Background: an optimization exercise with open tools, aiming at small area, a short achievable clock period and few clock cycles per item. Do not read the settings as production practice.
Function was checked by simulation only, so behaviour that the tests miss may differ from the original.

==> inputs of trial 84 <==
==> flow/design.v <==
module mslut_enc (
    input  wire        clk,
    input  wire        rst,
    input  wire        req_valid,
    input  wire        req_we,
    input  wire [7:0]  req_addr,
    input  wire [31:0] req_wdata,
    output wire        req_ready,
    output wire        rsp_valid,
    output wire        rsp_err,
    output wire [31:0] rsp_rdata
);
    wire       al      = (req_addr[1:0] == 2'b00);
    wire [5:0] wa      = req_addr[7:2];
    wire a_ctrl   = al && (wa == 6'd0);
    wire a_status = al && (wa == 6'd1);
    wire a_sample = al && (wa == 6'd2);
    wire a_diag   = al && (wa == 6'd3);
    wire a_errinf = al && (wa == 6'd4);
    wire a_mslut  = al && (wa[5:3] == 3'b001);
    wire a_sel    = al && (wa == 6'd16);
    wire a_start  = al && (wa == 6'd17);
    wire a_win    = al && (wa == 6'd20);
    wire a_recon  = al && (wa == 6'd21);
    wire a_orig   = al && (wa == 6'd22);
    wire mapped   = a_ctrl | a_status | a_sample | a_diag | a_errinf | a_mslut |
                    a_sel | a_start | a_win | a_recon | a_orig;
    reg [3:0]  ph;               
    reg [8:0]  scount;
    reg        range_flag;
    reg        wr_ign;
    reg        busy;
    reg        res_ok;           
    reg        err_flag;         
    reg [1:0]  errcode;
    reg        ei_cb, ei_rb;
    reg [7:0]  win_idx;
    reg [255:0] raw;             
    reg [7:0]   r_x1, r_x2, r_x3;
    reg [1:0]   r_w0, r_w1, r_w2, r_w3;
    reg [7:0]   r_s0;            
    reg [7:0]   r_s90;           
    reg [7:0]  prev;
    reg [7:0]  maxs;
    reg        step_bad, pat_bad;
    reg [7:0]  err_idx;          
    reg [1:0]  zc;               
    reg [2:0]  zm;               
    reg [7:0]  zx1, zx2, zx3;
    reg [1:0]  zb0, zb1, zb2;
    reg        pend;
    reg        err_q;
    reg [31:0] rd_q;
    reg        owait;            
    reg        sq;               
    reg [7:0]  sq_p;
    reg        fresh;            
    reg [7:0]  sq_acc;
    reg        sq_v;             
    wire [3:0] ph1 = ph + 4'd1;
    assign req_ready = scount[8] | (ph1 == scount[3:0]);
    wire acc    = req_valid & req_ready;
    wire acc_wr = acc & req_we;
    wire acc_rd = acc & ~req_we;
    wire wfast = al & ~req_addr[7] & ~req_addr[5] & ~req_addr[2];
    wire wbad  = req_addr[3] & (req_addr[4] ^ req_addr[6]);
    assign rsp_valid = (req_valid & req_we & req_ready & wfast) | pend;
    assign rsp_err   = (req_valid & wbad) | err_q;
    assign rsp_rdata = rd_q;
    wire wr_ctrl   = acc_wr & a_ctrl;
    wire wr_sample = acc_wr & a_sample;
    wire do_clear  = wr_ctrl & ~busy & req_wdata[1];
    wire do_start  = wr_ctrl & ~busy & ~req_wdata[1] & req_wdata[0];
    wire do_sample = wr_sample & ~busy;
    wire st        = do_sample & ~scount[8];
    wire [7:0] v   = req_wdata[7:0];
    wire [255:0] taps;           
    wire [255:0] home0;          
    wire [7:0]   home_s0;        
    genvar gr, ge;
    generate
        for (gr = 0; gr < 16; gr = gr + 1) begin : g_ring
            reg [127:0] rv;      
            wire st_r = st && (scount[7:4] == gr);
            always @(posedge clk)
                rv <= {rv[119:0], st_r ? v : rv[127:120]};
            assign taps[16*gr +: 16] = {rv[127:120], rv[63:56]};
            for (ge = 0; ge < 16; ge = ge + 1) begin : g_el
                assign home0[16*gr + ge] = rv[8*(15-ge)];
            end
        end
    endgenerate
    assign home_s0 = g_ring[0].rv[127:120];
    wire [8:0] dd  = {1'b0, v} - {1'b0, prev};
    wire       dsm = (dd[8:2] == 7'd0);       
    wire dv0 = dsm & (dd[1:0] == 2'd0);
    wire dv1 = dsm & (dd[1:0] == 2'd1);
    wire dv2 = dsm & (dd[1:0] == 2'd2);
    wire dv3 = dsm & (dd[1:0] == 2'd3);
    wire d_ok = dv0 | dv1 | dv2 | dv3;
    wire [2:0] d_adm = {dv2 | dv3, dv1 | dv2, dv0 | dv1};
    wire zhit = |(zm & d_adm);
    wire [7:0] sidx = scount[7:0] - 8'd1;    
    function [1:0] lowbit3;
        input [2:0] m;
        lowbit3 = m[0] ? 2'd0 : (m[1] ? 2'd1 : 2'd2);
    endfunction
    always @(posedge clk) begin
        if (st) begin
            prev <= v;
            if (scount[7:0] == 8'd0) begin
                maxs     <= v;
                step_bad <= 1'b0;
                pat_bad  <= 1'b0;
                zc       <= 2'd0;
                zm       <= 3'b111;
                zx1      <= 8'd255;
                zx2      <= 8'd255;
                zx3      <= 8'd255;
            end else begin
                if (v > maxs)
                    maxs <= v;
                if (!step_bad && !d_ok) begin
                    step_bad <= 1'b1;
                    err_idx  <= sidx;
                end
                if (!pat_bad) begin
                    if (!zhit) begin
                        case (zc)
                            2'd0: begin zb0 <= lowbit3(zm); zx1 <= sidx; end
                            2'd1: begin zb1 <= lowbit3(zm); zx2 <= sidx; end
                            2'd2: begin zb2 <= lowbit3(zm); zx3 <= sidx; end
                            default: begin
                                pat_bad <= 1'b1;
                                if (!step_bad && d_ok)
                                    err_idx <= sidx;
                            end
                        endcase
                        zc <= zc + 2'd1;
                        zm <= d_adm;
                    end else begin
                        zm <= zm & d_adm;
                    end
                end
            end
        end
    end
    wire shape_bad = (scount != 9'd256) | range_flag;
    wire ready_now = shape_bad | step_bad | pat_bad | (ph == 4'd15);
    wire commit    = (do_start | busy) & ready_now & ~sq & ~owait;
    wire commit_ok = commit & ~(shape_bad | step_bad | pat_bad);
    wire [1:0] blast = lowbit3(zm);
    wire [1:0] cw0 = ((zc > 2'd0) ? zb0 : blast) + 2'd1;
    wire [1:0] cw1 = ((zc > 2'd1) ? zb1 : blast) + 2'd1;
    wire [1:0] cw2 = ((zc > 2'd2) ? zb2 : blast) + 2'd1;
    wire [1:0] cw3 = blast + 2'd1;
    always @(posedge clk) begin
        if (rst) begin
            busy     <= 1'b0;
            res_ok   <= 1'b0;
            err_flag <= 1'b0;
        end else begin
            if (do_start)
                busy <= 1'b1;
            if (commit) begin
                busy <= 1'b0;
                if (shape_bad | step_bad | pat_bad) begin
                    res_ok   <= 1'b0;
                    err_flag <= 1'b1;
                end else begin
                    res_ok   <= 1'b1;
                    err_flag <= 1'b0;
                end
            end
        end
    end
    always @(posedge clk) begin
        if (commit) begin
            if (shape_bad) begin
                errcode  <= 2'd1;
                r_s0     <= 8'd0;
                ei_cb    <= (scount != 9'd256);
                ei_rb    <= range_flag;
                r_s90    <= 8'd0;
            end else if (step_bad) begin
                errcode  <= 2'd2;
                r_s0     <= err_idx;
                ei_cb    <= 1'b0;
                ei_rb    <= 1'b0;
                r_s90    <= maxs;
            end else if (pat_bad) begin
                errcode  <= 2'd3;
                r_s0     <= err_idx;
                ei_cb    <= 1'b0;
                ei_rb    <= 1'b0;
                r_s90    <= maxs;
            end else begin
                raw   <= home0;
                r_s0  <= home_s0;
                r_s90 <= maxs;           
                r_x1  <= zx1;
                r_x2  <= zx2;
                r_x3  <= zx3;
                r_w0  <= cw0;
                r_w1  <= cw1;
                r_w2  <= cw2;
                r_w3  <= cw3;
            end
        end
    end
    always @(posedge clk) begin
        if (rst) begin
            ph         <= 4'd0;
            scount     <= 9'd0;
            range_flag <= 1'b0;
            wr_ign     <= 1'b0;
            win_idx    <= 8'd0;
        end else begin
            ph <= ph1;
            if ((wr_ctrl | wr_sample) & busy)
                wr_ign <= 1'b1;
            if (do_clear) begin
                scount     <= 9'd0;
                range_flag <= 1'b0;
                wr_ign     <= 1'b0;
            end
            if (do_sample) begin
                if (req_wdata[31:8] != 24'd0)
                    range_flag <= 1'b1;
                if (scount != 9'd257)
                    scount <= scount + 9'd1;
            end
            if (acc_wr & a_win)
                win_idx <= req_wdata[7:0];
        end
    end
    wire [2:0]  widx = sq ? sq_pn[7:5] : req_addr[4:2];
    wire [288:0] raw_x = {33'd0, raw};
    wire [32:0] rw = raw_x[{widx, 5'd0} +: 33];
    function [31:0] therm5;      
        input [4:0] x;
        integer k;
        for (k = 0; k < 32; k = k + 1)
            therm5[k] = (k >= x);
    endfunction
    wire [31:0] th1 = therm5(r_x1[4:0]);
    wire [31:0] th2 = therm5(r_x2[4:0]);
    wire [31:0] th3 = therm5(r_x3[4:0]);
    wire f0 = (r_w0 == 2'd2), f1 = (r_w1 == 2'd2);
    wire f2 = (r_w2 == 2'd2), f3 = (r_w3 == 2'd2);
    wire c1 = f0 ^ f1, c2 = f1 ^ f2, c3 = f2 ^ f3;
    wire g1 = c1 & (widx > r_x1[7:5]), e1 = c1 & (widx == r_x1[7:5]);
    wire g2 = c2 & (widx > r_x2[7:5]), e2 = c2 & (widx == r_x2[7:5]);
    wire g3 = c3 & (widx > r_x3[7:5]), e3 = c3 & (widx == r_x3[7:5]);
    wire [31:0] h1 = {32{g1}} | ({32{e1}} & th1);
    wire [31:0] h2 = {32{g2}} | ({32{e2}} & th2);
    wire [31:0] h3 = {32{g3}} | ({32{e3}} & th3);
    wire [31:0] flip = {32{f0}} ^ h1 ^ h2 ^ h3;
    reg [31:0] tw;               
    integer b;
    always @(*) begin
        for (b = 0; b < 32; b = b + 1)
            tw[b] = rw[b] ^ rw[b+1] ^ flip[b];
        if (widx == 3'd7)
            tw[31] = 1'b0;       
    end
    function [7:0] bl;           
        input [1:0] w;
        input [7:0] len;
        bl = (w == 2'd2) ? len : (w == 2'd3) ? {len[6:0], 1'b0} : 8'd0;
    endfunction
    wire [7:0] upper = r_s90 - r_s0 - bl(r_w0, r_x1) - bl(r_w1, r_x2 - r_x1) -
                       bl(r_w2, r_x3 - r_x2) - bl(r_w3, 8'd255 - r_x3);
    wire [2:0] nz = (r_x3 != 8'd255) ? 3'd4 : (r_x2 != 8'd255) ? 3'd3 :
                    (r_x1 != 8'd255) ? 3'd2 : 3'd1;
    wire warn = (res_ok | err_flag) & (r_s90 > 8'd247);
    wire eshow = err_flag & ~busy;
    wire [31:0] status_word = {7'd0, scount, 5'd0, 1'b0, eshow ? errcode : 2'd0, 2'd0,
                               range_flag, wr_ign, warn & ~busy, eshow,
                               res_ok & ~busy, busy};
    reg [31:0] rdmux;
    always @(*) begin
        rdmux = 32'd0;
        if (a_mslut | sq)
            rdmux = res_ok ? tw : 32'd0;
        else if (a_status)
            rdmux = status_word;
        else if (a_diag)
            rdmux = res_ok ? {8'd0, r_s90, 5'd0, nz, upper} :
                    err_flag ? {8'd0, r_s90, 16'd0} : 32'd0;
        else if (a_errinf)
            rdmux = err_flag ? {14'd0, ei_rb, ei_cb, 8'd0, r_s0} : 32'd0;
        else if (a_sel)
            rdmux = res_ok ? {r_x3, r_x2, r_x1, r_w3, r_w2, r_w1, r_w0} : 32'd0;
        else if (a_start)
            rdmux = res_ok ? {8'd0, r_s90, 8'd0, r_s0} : 32'd0;
        else if (a_win)
            rdmux = {24'd0, win_idx};
    end
    wire [3:0] odl   = ph - win_idx[3:0];      
    wire       o_hit = (odl[2:0] == 3'd7);
    wire [7:0] o_tap = taps[{win_idx[7:4], odl[3], 3'd0} +: 8];
    wire       sq_fwd = ~win_idx[7];
    wire [7:0] sp = sq_p;
    wire [7:0] sq_pn = sq_fwd ? sp + 8'd1 : sp - 8'd1;
    wire [7:0] sq_last = sq_fwd ? win_idx - 8'd1 : win_idx;
    wire [1:0] sw = (sp >= r_x3) ? r_w3 : (sp >= r_x2) ? r_w2 :
                    (sp >= r_x1) ? r_w1 : r_w0;
    wire [1:0] sq_d = (sw - 2'd1) + {1'b0, rd_q[sp[4:0]]};
    wire [7:0] sq_next = sq_fwd ? (sq_acc + {6'd0, sq_d}) : (sq_acc - {6'd0, sq_d});
    always @(posedge clk) begin
        rd_q <= rdmux;           
        if (rst) begin
            pend  <= 1'b0;
            err_q <= 1'b0;
            owait <= 1'b0;
            sq    <= 1'b0;
            fresh <= 1'b0;
        end else begin
            pend  <= 1'b0;
            err_q <= 1'b0;
            if (st)
                fresh <= 1'b0;
            if (commit && !(shape_bad | step_bad | pat_bad))
                fresh <= 1'b1;
            if (acc_wr && !wfast) begin
                pend  <= 1'b1;
                err_q <= ~mapped;
            end
            if (acc_rd) begin
                if (!mapped) begin
                    rd_q  <= 32'd0;
                    pend  <= 1'b1;
                    err_q <= 1'b1;
                end else if (a_orig || (a_recon && res_ok && fresh)) begin
                    if (o_hit) begin
                        rd_q <= {24'd0, o_tap};
                        pend <= 1'b1;
                    end else begin
                        owait <= 1'b1;
                    end
                end else if (a_recon) begin
                    if (!res_ok) begin
                        rd_q <= 32'd0 - {24'd0, win_idx};
                        pend <= 1'b1;
                    end else if (win_idx == 8'd0) begin
                        rd_q <= {24'd0, r_s0};
                        pend <= 1'b1;
                    end else if (win_idx == 8'd255) begin
                        rd_q <= {24'd0, r_s90};
                        pend <= 1'b1;
                    end else begin
                        sq     <= 1'b1;
                        sq_v   <= 1'b0;
                        sq_p   <= 8'd255;    
                        if (commit_ok)
                            sq_acc <= sq_fwd ? home_s0 : maxs;
                        else
                            sq_acc <= sq_fwd ? r_s0 : r_s90;
                    end
                end else begin
                    rd_q <= rdmux;
                    pend <= 1'b1;
                end
            end
            if (owait && o_hit) begin
                rd_q  <= {24'd0, o_tap};
                pend  <= 1'b1;
                owait <= 1'b0;
            end
            if (sq) begin
                sq_v <= 1'b1;
                sq_p <= sq_pn;
                if (sq_v) begin
                    sq_acc <= sq_next;
                    if (sq_p == sq_last) begin
                        rd_q <= {24'd0, sq_next};
                        pend <= 1'b1;
                        sq   <= 1'b0;
                    end
                end
            end
        end
    end
endmodule
==> flow/flow/run.sh <==
#!/bin/bash
# The standard layout (the standard.sh), with timing repair asked to leave
# 8 ns of setup slack at the design's clock period, so that it also shortens
# paths that already meet the clock. The clock, constraints and scripts are
# the standard ones. The make output goes to standard.log.
set -euo pipefail
export SETUP_SLACK_MARGIN=8
bash standard.sh > standard.log 2>&1
==> flow/standard.sh <==
#!/bin/bash
# synth_recipe.tcl (not shown) runs the flow's synth.tcl, then flattens the netlist and writes it again
# the make line also repeats each setting of config.mk as NAME=value (left out here)
make -C /OpenROAD-flow-scripts/flow DESIGN_CONFIG=/design/flow/config.mk WORK_HOME=/design/flow/orfs CLKGATE_MAP_FILE= SYNTH_SCRIPT=/design/flow/synth_recipe.tcl "${@:-finish}"
==> flow/config.mk <==
export PLATFORM = sky130hd
export DESIGN_NAME = mslut_enc
export DESIGN_NICKNAME = mslut_enc
export VERILOG_FILES = /design/flow/design.v
export SDC_FILE = /design/flow/constraint.sdc
export NUM_CORES = 4
export LEC_CHECK = 0
export CAP_MARGIN = 20
export CORE_MARGIN = 2
export CORE_UTILIZATION = 65
export CTS_BUF_LIST = sky130_fd_sc_hd__clkbuf_16
export CTS_CLUSTER_DIAMETER = 60
export CTS_CLUSTER_SIZE = 30
export SLEW_MARGIN = 20
==> flow/constraint.sdc <==
create_clock -name core_clock -period 14.0 [get_ports {clk}]
set_input_delay 2.8000 -clock core_clock [delete_from_list [all_inputs] [get_ports {clk}]]
set_output_delay 2.8000 -clock core_clock [all_outputs]
set_load 0.01 [all_outputs]
==> trial 75 (differences from trial 84) <==
--- a/flow/design.v
+++ b/flow/design.v
@@ -62,8 +62,8 @@
     wire acc    = req_valid & req_ready;
     wire acc_wr = acc & req_we;
     wire acc_rd = acc & ~req_we;
-    wire wfast = al & ~req_addr[7] & ~req_addr[5] & ~req_addr[2];
-    wire wbad  = req_addr[3] & (req_addr[4] ^ req_addr[6]);
+    wire wfast = ~(req_addr[7] | req_addr[5] | req_addr[2]);
+    wire wbad  = req_addr[1] | req_addr[0] | (req_addr[3] & (req_addr[4] ^ req_addr[6]));
     assign rsp_valid = (req_valid & req_we & req_ready & wfast) | pend;
     assign rsp_err   = (req_valid & wbad) | err_q;
     assign rsp_rdata = rd_q;
@@ -147,7 +147,7 @@
     end
     wire shape_bad = (scount != 9'd256) | range_flag;
     wire ready_now = shape_bad | step_bad | pat_bad | (ph == 4'd15);
-    wire commit    = (do_start | busy) & ready_now & ~sq & ~owait;
+    wire commit    = (do_start | busy) & ready_now;
     wire commit_ok = commit & ~(shape_bad | step_bad | pat_bad);
     wire [1:0] blast = lowbit3(zm);
     wire [1:0] cw0 = ((zc > 2'd0) ? zb0 : blast) + 2'd1;
@@ -363,12 +363,16 @@
                     pend <= 1'b1;
                 end
             end
+            if (sq && commit_ok) begin
+                sq    <= 1'b0;
+                owait <= 1'b1;
+            end
             if (owait && o_hit) begin
                 rd_q  <= {24'd0, o_tap};
                 pend  <= 1'b1;
                 owait <= 1'b0;
             end
-            if (sq) begin
+            if (sq && !commit_ok) begin
                 sq_v <= 1'b1;
                 sq_p <= sq_pn;
                 if (sq_v) begin
==> flow/flow/run.sh (replaced) <==
#!/bin/bash
# The standard layout (the standard.sh), with timing repair asked to leave
# 7.7 ns of setup slack at the design's clock period, so that it also
# shortens paths that already meet the clock. The clock, constraints and
# scripts are the standard ones. The make output goes to standard.log.
set -euo pipefail
export SETUP_SLACK_MARGIN=7.7
bash standard.sh > standard.log 2>&1
Settings changed: CTS_CLUSTER_DIAMETER 60 to 50, CTS_CLUSTER_SIZE 30 to 24.
==> impl_metrics.json <==
{
  "ys_top_cells_by_count": "dfxtp_1 (2111), edfxtp_1 (386), nand2_1 (370)",
  "crit_fanout": 3,
  "dieWidth_um": 335.6,
  "min_from": "g_ring[8].rv[5]$_DFF_P_",
  "status": "complete, no violations",
  "fin_crit_sh_pct": 45.75,
  "holdWs_ns": 0.3133,
  "final_area_um2": 79410
}
(the above is from trial 75)
==> impl_metrics.json <==
{
  "path_depth": 5,
  "holdWs_ns": 0.3101,
  "min_from": "g_ring[5].rv[31]$_DFF_P_",
  "dieWidth_um": 336.2,
  "crit_fanout": 2,
  "status": "complete, no violations",
  "final_area_um2": 78720,
  "p_leak_nw": 30.80,
  "gr-max-usage-layer": "met2",
  "fin_crit_sh_pct": 46.85
}
(the above is from trial 84)
Testbench counts of trial 84, summed over its fixed seeds: cycles 14,590, waveforms 48.
Testbench counts of trial 75, summed over its fixed seeds: cycles 14,590, waveforms 48.

what the ideal ports hide:
The results above use ideal ports. As a check the final layouts listed here were re-extracted and re-timed, cells and wires unchanged. Step 1: set_driving_cell puts a clkbuf_16 on clk and a buf_2 on each other input, an assumption about the parent block. Step 2 times the ports against the registers' clock, not the clock port: input delays grow and output delays shrink by t, the midpoint of the rising clock arrivals with the driver on. Slacks: no drivers / after step 1 / after step 2; pairs: no drivers / after step 1.
run	shift t [ns]	slack for setup (ns)	hold WS [ns]	worst setup path after step 2	slew at the worst register clock pin (ns)
trial 84	0.796	7.442 / 7.406 / 7.309	0.310 / 0.310 / 0.310	input to register	0.11 / 0.11
trial 75	0.823	7.596 / 7.525 / 7.006	0.313 / 0.313 / 0.313	input to register	0.11 / 0.11
After both steps every run listed still meets setup and hold. The setup slack of trial 75, which loses most, moves by -0.071 ns with the drivers and by -0.590 ns with both steps.
